From an optimization exercise on the open Yosys and OpenROAD flow, aimed at small area, a short achievable clock period and few clock cycles per item; shortcuts taken in it are not production practice. The RTL was checked by simulation tests, not by an equivalence proof against the original design.

### design/flow/design.v
module c1_decoder (
    input  wire         clk,
    input  wire         rst,
    input  wire         flush,
    input  wire         in_valid,
    output wire         in_ready,
    input  wire [255:0] in_data,
    input  wire [31:0]  in_erase,
    output wire         out_valid,
    output wire [223:0] out_data,
    output wire         out_fail,
    output wire [2:0]   out_count
);
    function [7:0] gf_mul;
        input [7:0] a;
        input [7:0] b;
        integer i;
        reg [7:0] p;
        reg [7:0] aa;
        begin
            p  = 8'd0;
            aa = a;
            for (i = 0; i < 8; i = i + 1) begin
                if (b[i]) p = p ^ aa;
                aa = {aa[6:0], 1'b0} ^ (aa[7] ? 8'h1D : 8'h00);
            end
            gf_mul = p;
        end
    endfunction
    function [7:0] gf_inv;
        input [7:0] a;
        integer i;
        reg [7:0] sq;
        reg [7:0] r;
        begin
            sq = gf_mul(a, a);
            r  = sq;
            for (i = 0; i < 6; i = i + 1) begin
                sq = gf_mul(sq, sq);
                r  = gf_mul(r, sq);
            end
            gf_inv = r;
        end
    endfunction
    localparam [7:0] ALPHA_INV = 8'h8E;
    localparam [7:0] ALPHA_31  = 8'hC0;    
    localparam [7:0] ALPHA_224 = 8'h12;    
    localparam [7:0] ALPHA_193 = 8'h19;    
    localparam [7:0] ALPHA_162 = 8'hBF;    
    localparam [7:0] ALPHA_131 = 8'h5C;    
    localparam [2:0] S_IDLE  = 3'd0,
                     S_SYND  = 3'd1,
                     S_BM    = 3'd2,
                     S_OMEGA = 3'd3,
                     S_CHIEN = 3'd4,
                     S_CHECK = 3'd5,
                     S_DONE  = 3'd6;
    reg  [2:0]   state;
    reg          primed;             
    reg  [7:0]   prev_d [0:15];      
    reg  [15:0]  prev_e;
    reg  [7:0]   blk [0:31];         
    reg  [7:0]   cw  [0:31];         
    reg  [31:0]  erase;
    reg          use_erase;
    reg  [2:0]   ne;                 
    reg  [4:0]   k;                  
    reg  [7:0]   xk;                 
    reg  [7:0]   s   [0:3];
    reg  [7:0]   lam [0:4];
    reg  [7:0]   bp  [0:4];
    reg  [2:0]   ll;
    reg  [2:0]   m;
    reg  [7:0]   om  [0:3];
    reg  [7:0]   tl  [0:4];          
    reg  [7:0]   to  [0:3];          
    reg  [7:0]   xc;                 
    reg  [2:0]   nroots;
    reg          den_zero;
    reg  [2:0]   nu;
    reg          res_fail;
    reg  [2:0]   res_count;
    integer i;
    wire [7:0] in_byte [0:31];
    genvar gi;
    generate
        for (gi = 0; gi < 32; gi = gi + 1) begin : g_in
            assign in_byte[gi] = in_data[8*gi +: 8];
        end
    endgenerate
    reg [7:0]  nblk [0:31];
    reg [31:0] nera;
    reg [5:0]  nera_cnt;
    always @(*) begin
        for (i = 0; i < 32; i = i + 1) begin
            if (i % 2 == 0) begin
                nblk[i] = in_byte[i];
                nera[i] = in_erase[i];
            end else begin
                nblk[i] = prev_d[i/2];
                nera[i] = prev_e[i/2];
            end
            if ((i >= 12 && i <= 15) || (i >= 28 && i <= 31))
                nblk[i] = nblk[i] ^ 8'hFF;
        end
        nera_cnt = 6'd0;
        for (i = 0; i < 32; i = i + 1)
            nera_cnt = nera_cnt + {5'd0, nera[i]};
    end
    assign in_ready = (state == S_IDLE);
    wire accept = in_valid && in_ready && !flush;
    wire [7:0] sym = (state == S_CHECK) ? cw[k] : blk[k];
    reg  [7:0] s_next [0:3];
    reg  [7:0] lam_era [0:4];
    always @(*) begin
        s_next[0] = s[0] ^ sym;
        s_next[1] = gf_mul(s[1], 8'h02) ^ sym;
        s_next[2] = gf_mul(s[2], 8'h04) ^ sym;
        s_next[3] = gf_mul(s[3], 8'h08) ^ sym;
        lam_era[0] = lam[0];
        for (i = 1; i < 5; i = i + 1)
            lam_era[i] = lam[i] ^ gf_mul(xk, lam[i-1]);
    end
    wire s_zero = (s_next[0] == 8'd0) && (s_next[1] == 8'd0) &&
                  (s_next[2] == 8'd0) && (s_next[3] == 8'd0);
    reg [7:0] delta;
    reg [7:0] dinv;
    reg [7:0] xb   [0:4];
    reg [7:0] t    [0:4];
    reg [7:0] binv [0:4];
    always @(*) begin
        delta = 8'd0;
        for (i = 0; i < 4; i = i + 1)
            if (i < m)
                delta = delta ^ gf_mul(lam[i], s[m-1-i]);
        dinv = gf_inv(delta);
        xb[0] = 8'd0;
        for (i = 1; i < 5; i = i + 1)
            xb[i] = bp[i-1];
        for (i = 0; i < 5; i = i + 1) begin
            t[i]    = lam[i] ^ gf_mul(delta, xb[i]);
            binv[i] = gf_mul(dinv, lam[i]);
        end
    end
    reg [7:0] om_n [0:3];
    reg [2:0] deg;
    always @(*) begin
        for (i = 0; i < 4; i = i + 1)
            om_n[i] = 8'd0;
        om_n[0] = gf_mul(s[0], lam[0]);
        om_n[1] = gf_mul(s[0], lam[1]) ^ gf_mul(s[1], lam[0]);
        om_n[2] = gf_mul(s[0], lam[2]) ^ gf_mul(s[1], lam[1]) ^ gf_mul(s[2], lam[0]);
        om_n[3] = gf_mul(s[0], lam[3]) ^ gf_mul(s[1], lam[2]) ^ gf_mul(s[2], lam[1]) ^
                  gf_mul(s[3], lam[0]);
        deg = 3'd0;
        for (i = 1; i < 5; i = i + 1)
            if (lam[i] != 8'd0) deg = i[2:0];
    end
    wire [7:0] lam_val = tl[0] ^ tl[1] ^ tl[2] ^ tl[3] ^ tl[4];
    wire [7:0] om_val  = to[0] ^ to[1] ^ to[2] ^ to[3];
    wire       is_root = (lam_val == 8'd0);
    wire [7:0] den     = gf_mul(xc, tl[1] ^ tl[3]);       
    wire [7:0] yval    = gf_mul(gf_mul(xc, om_val), gf_inv(den));
    always @(posedge clk) begin
        if (rst || flush) begin
            state    <= S_IDLE;
            primed   <= 1'b0;
            prev_e   <= 16'd0;
            for (i = 0; i < 16; i = i + 1)
                prev_d[i] <= 8'd0;
        end else begin
            case (state)
            S_IDLE: begin
                if (accept) begin
                    for (i = 0; i < 16; i = i + 1) begin
                        prev_d[i] <= in_byte[2*i+1];
                        prev_e[i] <= in_erase[2*i+1];
                    end
                    primed <= 1'b1;
                    if (primed) begin
                        for (i = 0; i < 32; i = i + 1) begin
                            blk[i] <= nblk[i];
                            cw[i]  <= nblk[i];
                        end
                        erase     <= nera;
                        use_erase <= (nera_cnt <= 6'd4);
                        ne        <= (nera_cnt <= 6'd4) ? nera_cnt[2:0] : 3'd0;
                        for (i = 0; i < 4; i = i + 1)
                            s[i] <= 8'd0;
                        lam[0] <= 8'd1;
                        for (i = 1; i < 5; i = i + 1)
                            lam[i] <= 8'd0;
                        k     <= 5'd0;
                        xk    <= ALPHA_31;
                        state <= S_SYND;
                    end
                end
            end
            S_SYND: begin
                for (i = 0; i < 4; i = i + 1)
                    s[i] <= s_next[i];
                if (use_erase && erase[k])
                    for (i = 0; i < 5; i = i + 1)
                        lam[i] <= lam_era[i];
                xk <= gf_mul(xk, ALPHA_INV);
                k  <= k + 5'd1;
                if (k == 5'd31) begin
                    for (i = 0; i < 5; i = i + 1)
                        bp[i] <= (use_erase && erase[k]) ? lam_era[i] : lam[i];
                    ll <= ne;
                    m  <= ne + 3'd1;
                    if (s_zero) begin
                        res_fail  <= 1'b0;
                        res_count <= 3'd0;
                        state     <= S_DONE;
                    end else if (ne == 3'd4) begin
                        state <= S_OMEGA;
                    end else begin
                        state <= S_BM;
                    end
                end
            end
            S_BM: begin
                if (delta == 8'd0) begin
                    for (i = 0; i < 5; i = i + 1)
                        bp[i] <= xb[i];
                end else begin
                    if ({ll, 1'b0} <= {1'b0, m} + {1'b0, ne} - 4'd1) begin
                        ll <= m + ne - ll;
                        for (i = 0; i < 5; i = i + 1)
                            bp[i] <= binv[i];
                    end else begin
                        for (i = 0; i < 5; i = i + 1)
                            bp[i] <= xb[i];
                    end
                    for (i = 0; i < 5; i = i + 1)
                        lam[i] <= t[i];
                end
                m <= m + 3'd1;
                if (m == 3'd4)
                    state <= S_OMEGA;
            end
            S_OMEGA: begin
                for (i = 0; i < 4; i = i + 1)
                    om[i] <= om_n[i];
                nu     <= deg;
                tl[0]  <= lam[0];
                tl[1]  <= gf_mul(lam[1], ALPHA_224);
                tl[2]  <= gf_mul(lam[2], ALPHA_193);
                tl[3]  <= gf_mul(lam[3], ALPHA_162);
                tl[4]  <= gf_mul(lam[4], ALPHA_131);
                to[0]  <= om_n[0];
                to[1]  <= gf_mul(om_n[1], ALPHA_224);
                to[2]  <= gf_mul(om_n[2], ALPHA_193);
                to[3]  <= gf_mul(om_n[3], ALPHA_162);
                xc       <= ALPHA_31;
                nroots   <= 3'd0;
                den_zero <= 1'b0;
                k        <= 5'd0;
                state    <= S_CHIEN;
            end
            S_CHIEN: begin
                if (is_root) begin
                    if (nroots != 3'd7)
                        nroots <= nroots + 3'd1;
                    if (den == 8'd0)
                        den_zero <= 1'b1;
                    cw[k] <= blk[k] ^ yval;
                end
                tl[1] <= gf_mul(tl[1], 8'h02);
                tl[2] <= gf_mul(tl[2], 8'h04);
                tl[3] <= gf_mul(tl[3], 8'h08);
                tl[4] <= gf_mul(tl[4], 8'h10);
                to[1] <= gf_mul(to[1], 8'h02);
                to[2] <= gf_mul(to[2], 8'h04);
                to[3] <= gf_mul(to[3], 8'h08);
                xc    <= gf_mul(xc, ALPHA_INV);
                k     <= k + 5'd1;
                if (k == 5'd31) begin
                    for (i = 0; i < 4; i = i + 1)
                        s[i] <= 8'd0;
                    if ((nroots + (is_root ? 3'd1 : 3'd0)) != nu ||
                        (is_root && den == 8'd0) || den_zero ||
                        nu < ne ||
                        ({nu, 1'b0} - {1'b0, ne}) > 4'd4) begin
                        res_fail  <= 1'b1;
                        res_count <= 3'd0;
                        state     <= S_DONE;
                    end else begin
                        state <= S_CHECK;
                    end
                end
            end
            S_CHECK: begin
                for (i = 0; i < 4; i = i + 1)
                    s[i] <= s_next[i];
                k <= k + 5'd1;
                if (k == 5'd31) begin
                    res_fail  <= !s_zero;
                    res_count <= s_zero ? nu : 3'd0;
                    state     <= S_DONE;
                end
            end
            S_DONE: begin
                state <= S_IDLE;
            end
            default: state <= S_IDLE;
            endcase
        end
    end
    assign out_valid = (state == S_DONE);
    assign out_fail  = res_fail;
    assign out_count = res_count;
    generate
        for (gi = 0; gi < 28; gi = gi + 1) begin : g_out
            assign out_data[8*gi +: 8] = res_fail ? blk[gi] : cw[gi];
        end
    endgenerate
endmodule
### design/flow/run.sh
#!/bin/bash
# synth_recipe.tcl (not shown) runs the flow's synth.tcl, then flattens the netlist and writes it again
# the make line also repeats each setting of config.mk as NAME=value (left out here)
make -C /OpenROAD-flow-scripts/flow DESIGN_CONFIG=/design/flow/config.mk WORK_HOME=/design/flow/orfs CLKGATE_MAP_FILE= SYNTH_SCRIPT=/design/flow/synth_recipe.tcl finish
### design/flow/config.mk
export PLATFORM = sky130hd
export DESIGN_NAME = c1_decoder
export DESIGN_NICKNAME = c1_decoder
export VERILOG_FILES = /design/flow/design.v
export SDC_FILE = /design/flow/constraint.sdc
export NUM_CORES = 4
export LEC_CHECK = 0
export CAP_MARGIN = 20
export CORE_MARGIN = 2
export CORE_UTILIZATION = 40
export SLEW_MARGIN = 20
### design/flow/constraint.sdc
create_clock -name core_clock -period 28.0 [get_ports {clk}]
set_input_delay 5.6000 -clock core_clock [delete_from_list [all_inputs] [get_ports {clk}]]
set_output_delay 5.6000 -clock core_clock [all_outputs]
set_load 0.01 [all_outputs]
==> results.json <==
{
  "synth_edf_count": 746,
  "worstHoldStart": "prev_d[2][1]",
  "worstSkewPairLatency_ps": 820,
  "postCtsSetupBuffers": 0,
  "vias_per_cell": 5.92,
  "relSlewSlack_pct": 9.39,
  "path_class": "reg2reg",
  "first_pass_iters": 7,
  "drv_slew": 0,
  "synthArstFlopShare_pct": 0,
  "slowest_stage": "xnor3_1",
  "nets": 11200,
  "grt.overflow.total": 0,
  "fin_cells": 14100,
  "die_x_um": 495,
  "cp_num_buf_inv": 6,
  "synth_most_common_cell": "xnor2_1",
  "grt_max_degree": 172,
  "synth_flop_cell": "edfxtp_1",
  "dieArea_sq_um": 245000,
  "worstMarginPinSlew_ps": 1360,
  "worstSetupStartpointType": "flop",
  "pre_cts_ws_ps": 4850,
  "design_area_sq_um": 108000,
  "critPathMaxStageDelay_ps": 1030,
  "r2r_start": "m[1]",
  "clockRootBuffer": "clkbuf_16",
  "critPathTopFamily": "XOR/XNOR gates",
  "layout-drive-gt1-share_pct": 11.9,
  "rr_worst_depth": 63,
  "postCtsHoldBufs": 0,
  "post-route-drc-count": 0,
  "status": "complete, no violations",
  "post-route-period-util_pct": 83.9,
  "critPathRequiredTime_ps": 28490,
  "vias": 83500,
  "min_path_cells": 0,
  "ant_nets": 0,
  "cts_inserted_buffers": 101,
  "ioPinCount": 522,
  "grt_pass1_vias": 79100,
  "min_to": "blk[5][1]",
  "cp_num_cells": 63,
  "grt_setup_unrepaired": "false",
  "die_h_um": 495,
  "synthCells": 10700,
  "syn-cell-area_sq_um": 96300,
  "yosysUniqueCellTypes": 117,
  "timing.fmax_ghz": 0.0426,
  "setup_viol": 0,
  "syn_area_per_cell_sq_um": 8.97,
  "clock_skew_ps": 91.6,
  "end_kind": "flop",
  "row_count": 180,
  "holdCritPathClass": "reg2reg",
  "ys_warn_count": 16,
  "r2r-end": "bp[2][4]",
  "start_util_pct": 40.1,
  "routabilityCongestion": 1.01,
  "io_buffers": 521,
  "arrival_ps": 23980,
  "hold_viol": 0,
  "critPathMaxFanout": 53,
  "cts_tree": "yes",
  "syn_nets": 11100,
  "tns_ps": 0,
  "ys_top_cells_by_area": "edfxtp_1, xnor2_1, nand2_1",
  "cts.sinks": 899,
  "multiInputGateArea_sq_um": 66900,
  "maxCapViolations": 0,
  "post_cts_resize_count": 0,
  "drt_first_iter_violations": 11100,
  "place_area_sq_um": 104000,
  "yosys.area.top_type": "edfxtp_1",
  "ys_ff_latch": 899,
  "fp.coreArea_sq_um": 240000,
  "dp_hpwl_um": 284000,
  "synth_top_area_share_pct": 23.3,
  "finalWorstPathRequiredPeriod_ps": 23490,
  "ys_seq_area_share_pct": 26.5,
  "layout_setup_ws_ps": 4510,
  "synthToLayoutAreaGrowth_pct": 12.2,
  "drt-total-wl_um": 389000,
  "wl_per_cell_um": 27.6,
  "htree_num_levels": 3,
  "grt_pass1_wl_um": 561000,
  "placed_cells": 13900,
  "antenna_found_initial": 29,
  "cts_buffer_depth": 3,
  "cts.clk_slew.worst_paths_ps": 60,
  "r2r_slack_ps": 4510,
  "fill_cells": 23000,
  "grtUsageTotal_pct": 30.7,
  "seq_area_sq_um": 25500,
  "synthTopCellsByCount": "xnor2_1, nand2_1, nor2_1"
}
-- cells in the final DEF (no fill, tap or decap), types with 78 or more instances in the layout --
cell type / Yosys / routed
xnor3_1: 247 / 245
a21oi_1: 525 / 525
buf_4: 60 / 266
o22ai_1: 78 / 78
mux2i_1: 147 / 147
edfxtp_1: 746 / 746
o21ai_0: 333 / 333
nor2_1: 877 / 872
inv_1: 203 / 201
mux4_2: 115 / 115
xnor2_1: 1856 / 1824
nand3_1: 148 / 147
xnor2_2: 59 / 88
nor3_1: 119 / 116
clkdlybuf4s50_1: 0 / 521
nand2_1: 1808 / 1806
dfxtp_1: 153 / 151
nand2b_1: 96 / 96
clkbuf_16: 0 / 104
a22oi_1: 138 / 138
xor2_1: 620 / 611
mux2_2: 514 / 514
-- layer usage --
layer | up-vias | part of all wire (%) | global-route usage, % | routed length [um]
met4 | 18 | 6.0 | 15.5 | 23300
met2 | 4902 | 44 | 47.0 | 171000
met3 | 859 | 11 | 6.59 | 41800
met5 | - | 0.029 | 0 | 113
li1 | 36900 | - | - | -
met1 | 40800 | 39 | 40.8 | 153000
-- final cells by class --
class	count	area share (%)
antenna	16	0.0371
clock buffer	147	2.69
clock inverter	44	0.510
inverter	232	0.813
multi-input combinational	8802	62.0
sequential	899	23.6
tap	3185	3.69
timing repair buffer	790	6.72
-- sequential cells by signal, indices dropped and copies added (netlist names), 5 cells and up, named ones only --
name / flops
lam: 32
blk: 256
tl: 32
to: 32
erase: 32
xk: 8
prev_d: 128
k: 5
prev_e: 16
s: 32
bp: 32
xc: 8
cw: 256
-- cells by family (layout without fill, tap and decap cells) --
kind of cell / Yosys count / after routing / share of synthesized area [%]
buffers and inverters: 1033 / 1213 / 4.50
XOR/XNOR: 2869 / 2869 / 31.4
AO/OA/AOI/OAI: 1623 / 1623 / 10.8
multiplexers: 779 / 779 / 10.3
adder cells (fa/ha/maj): 87 / 87 / 1.34
AND/OR/NAND/NOR: 3444 / 3444 / 15.3
flip-flops: 899 / 899 / 26.5
other: 0 / 16 / 0
-- how the worst max path moves through the flow --
stage	from	endpoint
finish	m[1]	bp[2][4]
global placement	m[1]	bp[2][4]
detailed placement	m[1]	bp[2][4]
floorplan	m[0]	bp[2][4]
CTS	m[1]	bp[2][4]
global route	m[1]	bp[2][4]
-- metrics by stage --
stage                     util, %  hold WS [ps]
final                        45.0           453
after detailed placement     43.6           439
after global routing         45.0           461
after floorplan                 -           421
after global placement       43.5           433
after CTS                    45.0           449
-- worst register-to-register path: cells and delay by family (launching register included) --
family	cells	cell delay, ps
xor gates and xnor gates	34	14950
and+or+nand+nor	10	1910
adders and majority gates	2	770
DFF	1	330
buffers and inverters	6	2170
AOI/OAI and AO/OA	9	2120
muxes	2	980
Testbench counts, summed over its fixed seeds: cycles 207,211, items 3,192.

[re-timing with driven ports]
Ports are ideal in the flow. The routed layout listed here was re-timed in OpenROAD.
Step 1 sets driving cells, clkbuf_16 on the clock port and buf_2 on the other inputs (assumed; they add their load-dependent delay and slew).
Step 2 times the ports against the registers' clock, not the clock port: input delays grow and output delays shrink by t, the midpoint of the rising clock arrivals with the driver on.
Three values: ideal ports, drivers, drivers and shift; two values: the first two.
t (ns): 0.875
slack for setup (ns): 4.507 / 4.507 / 4.507
clock arrival spread, ns: 0.093 / 0.093
After both steps this run still meets setup and hold. The setup slack of this run moves by 0.000 ns with the drivers and by 0.000 ns with both steps.
